Background: an optimization exercise with open tools, aiming at small area, a short achievable clock period and few clock cycles per item. Do not read the settings as production practice.
Only simulation tests tie the RTL to the original design; equivalence was not proved.

[design/flow/config.mk]
export PLATFORM = sky130hd
export DESIGN_NAME = hue_px
export DESIGN_NICKNAME = hue_px
export VERILOG_FILES = /design/flow/design.v
export SDC_FILE = /design/flow/constraint.sdc
export NUM_CORES = 4
export LEC_CHECK = 0
export CAP_MARGIN = 20
export CORE_MARGIN = 2
export CORE_UTILIZATION = 40
export SLEW_MARGIN = 20
[design/flow/constraint.sdc]
create_clock -name core_clock -period 16.0 [get_ports {clk}]
set_input_delay 3.2000 -clock core_clock [delete_from_list [all_inputs] [get_ports {clk}]]
set_output_delay 3.2000 -clock core_clock [all_outputs]
set_load 0.01 [all_outputs]
[design/flow/design.v]
module hue_px (
    input  wire        clk,
    input  wire        rst,
    input  wire        in_valid,
    output wire        in_ready,
    input  wire [1:0]  in_op,
    input  wire [15:0] in_a,
    input  wire [15:0] in_b,
    input  wire [7:0]  in_c,
    input  wire [15:0] in_hue,
    output wire        out_valid,
    input  wire        out_ready,
    output wire [15:0] out_a,
    output wire [15:0] out_b,
    output wire [7:0]  out_c
);
    localparam OP_RGB2HSV  = 2'd0;
    localparam OP_HSV2RGB  = 2'd1;
    localparam OP_COLORIZE = 2'd2;
    localparam OP_BUCKET   = 2'd3;
    localparam [35:0] DEN = 36'd251654400;    
    localparam NW = 37;                       
    localparam DW = 29;                       
    localparam S_IDLE = 2'd0;
    localparam S_LOAD = 2'd1;
    localparam S_DIV  = 2'd2;
    localparam S_DONE = 2'd3;
    reg [1:0]  op;
    reg [15:0] ra, rb, rhue;
    reg [7:0]  rc;
    wire [7:0] pr = ra[7:0];
    wire [7:0] pg = rb[7:0];
    wire [7:0] pb = rc;
    wire [7:0] mx = (pr >= pg && pr >= pb) ? pr : (pg >= pb ? pg : pb);
    wire [7:0] mn = (pr <= pg && pr <= pb) ? pr : (pg <= pb ? pg : pb);
    wire [7:0] d  = mx - mn;
    reg signed [11:0] m_s;
    always @(*) begin
        if (mx == pr && pg >= pb)
            m_s = $signed({4'b0, pg}) - $signed({4'b0, pb});
        else if (mx == pr)
            m_s = $signed({4'b0, pg}) - $signed({4'b0, pb}) + 12'sd6 * $signed({4'b0, d});
        else if (mx == pg)
            m_s = $signed({4'b0, pb}) - $signed({4'b0, pr}) + 12'sd2 * $signed({4'b0, d});
        else
            m_s = $signed({4'b0, pr}) - $signed({4'b0, pg}) + 12'sd4 * $signed({4'b0, d});
    end
    wire [10:0] m = m_s[10:0];                
    wire [15:0] hsel = (op == OP_COLORIZE) ? rhue : ra;
    wire [15:0] hm   = (hsel >= 16'd46080) ? hsel - 16'd46080 :
                       (hsel >= 16'd23040) ? hsel - 16'd23040 : hsel;
    reg [2:0] sector;
    always @(*) begin
        if      (hm < 16'd3840)  sector = 3'd0;
        else if (hm < 16'd7680)  sector = 3'd1;
        else if (hm < 16'd11520) sector = 3'd2;
        else if (hm < 16'd15360) sector = 3'd3;
        else if (hm < 16'd19200) sector = 3'd4;
        else                     sector = 3'd5;
    end
    wire [15:0] t = hm - 16'd7680 * {14'b0, sector[2:1]};    
    wire [15:0] w_full = (t >= 16'd3840) ? 16'd7680 - t : t;
    wire [11:0] w = w_full[11:0];
    wire [23:0] vs = rc * rb;                                    
    wire [35:0] cn_hsv = {12'b0, vs} * 36'd3840;
    wire [35:0] xn_hsv = {12'b0, vs} * {24'b0, w};
    wire [35:0] mn_hsv = {28'b0, rc} * DEN - cn_hsv;
    wire [35:0] cn_col = {28'b0, d} * 36'd3840;
    wire [35:0] xn_col = {28'b0, d} * {24'b0, w};
    wire [35:0] mn_col = {28'b0, mn} * 36'd3840;
    wire [35:0] cn = (op == OP_COLORIZE) ? cn_col : cn_hsv;
    wire [35:0] xn = (op == OP_COLORIZE) ? xn_col : xn_hsv;
    wire [35:0] mo = (op == OP_COLORIZE) ? mn_col : mn_hsv;
    reg [35:0] cr, cg, cb;
    always @(*) begin
        case (sector)
            3'd0:    begin cr = cn;    cg = xn;    cb = 36'd0; end
            3'd1:    begin cr = xn;    cg = cn;    cb = 36'd0; end
            3'd2:    begin cr = 36'd0; cg = cn;    cb = xn;    end
            3'd3:    begin cr = 36'd0; cg = xn;    cb = cn;    end
            3'd4:    begin cr = xn;    cg = 36'd0; cb = cn;    end
            default: begin cr = cn;    cg = 36'd0; cb = xn;    end
        endcase
    end
    wire [35:0] scale = (op == OP_COLORIZE) ? 36'd3840 : DEN;
    reg [1:0] slot;
    reg [NW-1:0] num_sel;
    reg [DW-1:0] den_sel;
    always @(*) begin
        num_sel = {NW{1'b0}};
        den_sel = {DW{1'b0}};
        case (op)
            OP_RGB2HSV: begin
                if (slot == 2'd0) begin           
                    num_sel = 37'd131070 * {29'b0, d} + {29'b0, mx};
                    den_sel = {20'b0, mx, 1'b0};
                end else begin                    
                    num_sel = 37'd7680 * {26'b0, m} + {29'b0, d};
                    den_sel = {20'b0, d, 1'b0};
                end
            end
            OP_BUCKET: begin                      
                num_sel = 37'd60 * {26'b0, m};
                den_sel = {21'b0, d};
            end
            default: begin                        
                case (slot)
                    2'd0:    num_sel = {(cr + mo), 1'b0} + {1'b0, scale};
                    2'd1:    num_sel = {(cg + mo), 1'b0} + {1'b0, scale};
                    default: num_sel = {(cb + mo), 1'b0} + {1'b0, scale};
                endcase
                den_sel = {scale[27:0], 1'b0};
            end
        endcase
    end
    wire [1:0] last_slot = (op == OP_RGB2HSV) ? 2'd1 :
                           (op == OP_BUCKET)  ? 2'd0 : 2'd2;
    reg [NW-1:0] nq;         
    reg [DW:0]   rem;
    reg [DW-1:0] den;
    reg [5:0]    iter;
    wire [DW+1:0] rem_sh  = {rem, nq[NW-1]};
    wire [DW+1:0] rem_sub = rem_sh - {2'b0, den};
    wire          q_bit   = ~rem_sub[DW+1];
    wire [NW-1:0] nq_next = {nq[NW-2:0], q_bit};
    wire [7:0]  q_clamp255 = (nq_next > 37'd255) ? 8'd255 : nq_next[7:0];
    wire [8:0]  q_clamp359 = (nq_next > 37'd359) ? 9'd359 : nq_next[8:0];
    wire        zero_div   = (den == {DW{1'b0}});
    reg [1:0]  state;
    reg [15:0] res_a, res_b;
    reg [7:0]  res_c;
    always @(posedge clk) begin
        if (rst) begin
            state <= S_IDLE;
            slot  <= 2'd0;
            iter  <= 6'd0;
        end else begin
            case (state)
                S_IDLE: begin
                    if (in_valid) begin
                        op    <= in_op;
                        ra    <= in_a;
                        rb    <= in_b;
                        rc    <= in_c;
                        rhue  <= in_hue;
                        slot  <= 2'd0;
                        state <= S_LOAD;
                    end
                end
                S_LOAD: begin
                    nq    <= num_sel;
                    den   <= den_sel;
                    rem   <= {(DW+1){1'b0}};
                    iter  <= 6'd0;
                    state <= S_DIV;
                end
                S_DIV: begin
                    nq   <= nq_next;
                    rem  <= q_bit ? rem_sub[DW:0] : rem_sh[DW:0];
                    iter <= iter + 6'd1;
                    if (iter == NW - 1) begin
                        case (op)
                            OP_RGB2HSV: begin
                                if (slot == 2'd0) begin
                                    res_b <= zero_div ? 16'd0 : nq_next[15:0];
                                    res_c <= mx;
                                end else begin
                                    res_a <= zero_div ? 16'd0 : nq_next[15:0];
                                end
                            end
                            OP_BUCKET: begin
                                res_a <= zero_div ? 16'd0 : {7'b0, q_clamp359};
                                res_b <= 16'd0;
                                res_c <= 8'd0;
                            end
                            default: begin
                                case (slot)
                                    2'd0:    res_a <= {8'b0, q_clamp255};
                                    2'd1:    res_b <= {8'b0, q_clamp255};
                                    default: res_c <= q_clamp255;
                                endcase
                            end
                        endcase
                        if (slot == last_slot) begin
                            state <= S_DONE;
                        end else begin
                            slot  <= slot + 2'd1;
                            state <= S_LOAD;
                        end
                    end
                end
                S_DONE: begin
                    if (out_ready)
                        state <= S_IDLE;
                end
            endcase
        end
    end
    assign in_ready  = (state == S_IDLE);
    assign out_valid = (state == S_DONE);
    assign out_a     = res_a;
    assign out_b     = res_b;
    assign out_c     = res_c;
endmodule
[design/flow/run.sh]
#!/bin/bash
# synth_recipe.tcl (not shown) runs the flow's synth.tcl, then flattens the netlist and writes it again
# the make line also repeats each setting of config.mk as NAME=value (left out here)
make -C /OpenROAD-flow-scripts/flow DESIGN_CONFIG=/design/flow/config.mk WORK_HOME=/design/flow/orfs CLKGATE_MAP_FILE= SYNTH_SCRIPT=/design/flow/synth_recipe.tcl finish
==> run_results.csv <==
group,metric,value,unit
synthesis,synth_ff_type,"edfxtp_1",
synthesis,yosys-top-cells-area,"fa_1 (25%), ha_1 (15%), edfxtp_1 (12%), inv_1 (7.1%), xnor2_1 (4.8%)",
worst_setup_path,path_max_fanout,19,
synthesis,synth_cells,5090,
global_routing,antenna_found_initial,0,
sta,slew_viol_final,0,
sta,finalCriticalPeriod,15.14,ns
synthesis,yosys.area.top_type,"fa_1",
worst_setup_path,arrival,15.40,ns
clock_network,clock_latency,0.53,ns
synthesis,synth_warnings,1,
routing,vias,36200,
clock_network,cts.clk_slew.worst_paths,0.08,ns
sta,tightest_slew,1.05,ns
synthesis,synth_seq_cells,187,
worst_setup_path,cp_slowest_cell,"fa_1",
synthesis,mappedNetlistNets,6206,
floorplan,die-area,112000,µm²
sta,slew_headroom,28.0,%
clock_network,numClockSinks,187,
routing,firstDrtPassIters,6,
routing,drt_iter0_drc,2885,
sta,max_freq,66.0,MHz
routing,routedWlPerCell,20.0,µm
global_routing,grt.total_usage,23.8,%
status,status,"finished clean",
hold_path,hp-class,"reg -> reg",
synthesis,postSynth.asyncResetShare,0,%
worst_setup_path,required,16.26,ns
worst_setup_path,cp-startpoint,"op[0]",
place,gp_congestion,0.964,
synthesis,syn-mean-instance-area,8.57,µm²
clock_network,cts_tree,"done",
routing,final_antenna_net_count,0,
cells_and_area,area_growth,8.89,%
floorplan,start_util,40.2,%
place,hpwl,110,mm
floorplan,rows,121,
worst_setup_path,cp.depth,63,
routing,drc,0,
place,place_ws,0.653,ns
worst_setup_path,path_delay_family,"adder cells",
synthesis,synth_edf_count,177,
worst_setup_path,reg2reg_to,"nq[36]",
worst_setup_path,timing.rr.start,"op[0]",
sta,hold_viol,0,
synthesis,yosysMostFrequentCell,"inv_1",
clock_network,cts_inserted_buffers,17,
worst_setup_path,r2r_cells,63,
worst_setup_path,start_kind,"register",
global_routing,grt.overflow.total,0,
synthesis,ys_types,98,
worst_setup_path,critPathMostFrequentCell,"inv_1",
sta,setup_tns,0,ns
clock_network,htreeDepth,4,
global_routing,grt_max_degree,68,
worst_setup_path,cp.buffers_inverters,13,
routing,drt_wl_total,132,mm
worst_setup_path,crit_type,"reg -> reg",
worst_setup_path,endpoint,"nq[36]",
floorplan,io_pins,104,
sta,holdWs,0.510,ns
global_routing,grt_pass1_wl,207,mm
sta,setup_slack,0.856,ns
clock_network,clockRootBuffer,"clkbuf_16",
sta,min_period_over_period,94.7,%
routing,viasPerCell,5.50,
run,drv_cap,0,
cells_and_area,final_core_util,43.8,%
floorplan,coreArea,109000,µm²
cells_and_area,nNetsFinal,6276,
sta,setup_violations,0,
floorplan,fp.dieW,334,µm
clock_network,cts_hold_repair.buffers,0,
place,numPortBuffers,103,
worst_setup_path,worst-r2r-setup-slack,0.86,ns
sta,clock_skew,0.0139,ns
synthesis,synth_top_area_share,24.8,%
clock_network,cts_buffer_depth,2,
synthesis,syn_area,43600,µm²
global_routing,grt_pass1_vias,35700,
floorplan,fp.dieH,334,µm
worst_setup_path,critPathCaptureType,"register",
synthesis,synth_common_cells,"inv_1 (825), fa_1 (541), nand2_1 (534), ha_1 (513), nor2_1 (369)",
synthesis,yosysSeqAreaShare,12.6,%
cells_and_area,layout-drive-gt1-share,4.79,%
worst_setup_path,max_stage_delay,0.57,ns
[how the worst min path moves through the flow]
stage / from / to / slack [ns] / cells after the start
2_1_floorplan: iter[5] / iter[5] / 0.46 / 2
3_3_place_gp: iter[5] / iter[5] / 0.47 / 2
3_5_place_dp: iter[5] / iter[5] / 0.49 / 2
4_1_cts: iter[5] / iter[5] / 0.50 / 2
5_1_grt: iter[5] / iter[5] / 0.53 / 2
6_report: iter[1] / iter[1] / 0.51 / 2
[sequential cells by signal (all words and copies together), names as in the netlist]
register  count
nq           37
rem          30
ra           16
rb           16
res_a        16
res_b        16
rhue         16
den          12
rc            8
res_c         8
iter          6
op            2
slot          2
state         2
[cells in the final DEF, fill, tap and decap left out, types with 47 or more instances in the layout]
cell,instances
inv_1,825
fa_1,541
nand2_1,534
ha_1,511
nor2_1,368
a21oi_1,283
xnor2_1,226
o21ai_0,204
edfxtp_1,177
buf_4,120
and2_1,110
clkdlybuf4s50_1,103
xor2_1,99
a21o_1,83
mux2i_1,80
nor3_1,71
o21bai_1,67
nand3_1,65
nor2b_1,47
[worst register-to-register path, delay by kind of cell (launching register included)]
kind,cells,cell delay (ns)
fa+ha+maj,11,4.61
buf+inv,13,1.80
xor+xnor,7,1.30
flops,1,0.43
simple gates,11,2.23
compound gates,20,4.16
mux,1,0.41
[layer usage]
| metal | part of all wire, % | vias to the layer above | track usage (%) |
|---|---|---|---|
| met5 | 0 | - | 0 |
| met4 | 3.6 | 0 | 8.38 |
| met3 | 5.8 | 181 | 2.97 |
| met2 | 46 | 1110 | 38.6 |
| met1 | 45 | 17900 | 32.8 |
| li1 | - | 17100 | - |
[metrics by stage]
stage / instance area [µm²] / instances
global placement: 46800 / 6547
global route: 47500 / 6587
finish: 47500 / 6588
CTS: 47400 / 6579
detailed placement: 46800 / 6547
floorplan: 43600 / 5090
[what timing repair did]
item / in CTS / in global routing
endpoints found under the setup margin: 0 / 2
gates resized for setup: 0 / 6
setup buffers: 0 / 7
[cells by family after synthesis]
kind of cell               share of synthesized area (%)
AOI/OAI and AO/OA                                   14.7
and+or+nand+nor                                     14.9
adders and majority gates                           39.5
buffers and inverters                               8.69
DFF                                                 12.6
other                                            0.00860
xor gates and xnor gates                            7.11
muxes                                               2.38
[cell type report]
| class | count | area (µm²) |
|---|---|---|
| multi-input cells | 3899 | 34500 |
| flip-flops and latches | 187 | 5520 |
| inverters | 830 | 3120 |
| clock inverters | 15 | 173 |
| repair buffers | 225 | 1950 |
| fillers | 10800 | 61000 |
| clock buffers | 17 | 425 |
| well taps | 1414 | 1770 |
| diodes | 1 | 2.50 |
Testbench counts, summed over its fixed seeds: cycles 864,054, items 9,600.

==> what the ideal ports hide <==
The flow's constraints put no driver on any port. The routed layout listed below was extracted and timed again, unchanged, in two steps. Step 1, drivers: a clkbuf_16 drives clk and a buf_2 each remaining input, both assumed. Step 2, shift: input delay + t, output delay - t, t = (earliest + latest rising clock arrival at the registers) / 2. This alone moves slack from input paths to output paths. a / b / c = ideal ports / drivers / drivers and shift; a / b = the first two.
shift t [ns]: 0.591
slack for setup (ns): 0.856 / 0.856 / 0.856
hold slack, ns: 0.510 / 0.510 / 0.510
worst slew at a driven data input, ns: 0.06
cell pins on the clock port's net: 1
After both steps this run still meets setup and hold. The setup slack of this run moves by 0.000 ns with the drivers and by 0.000 ns with both steps.
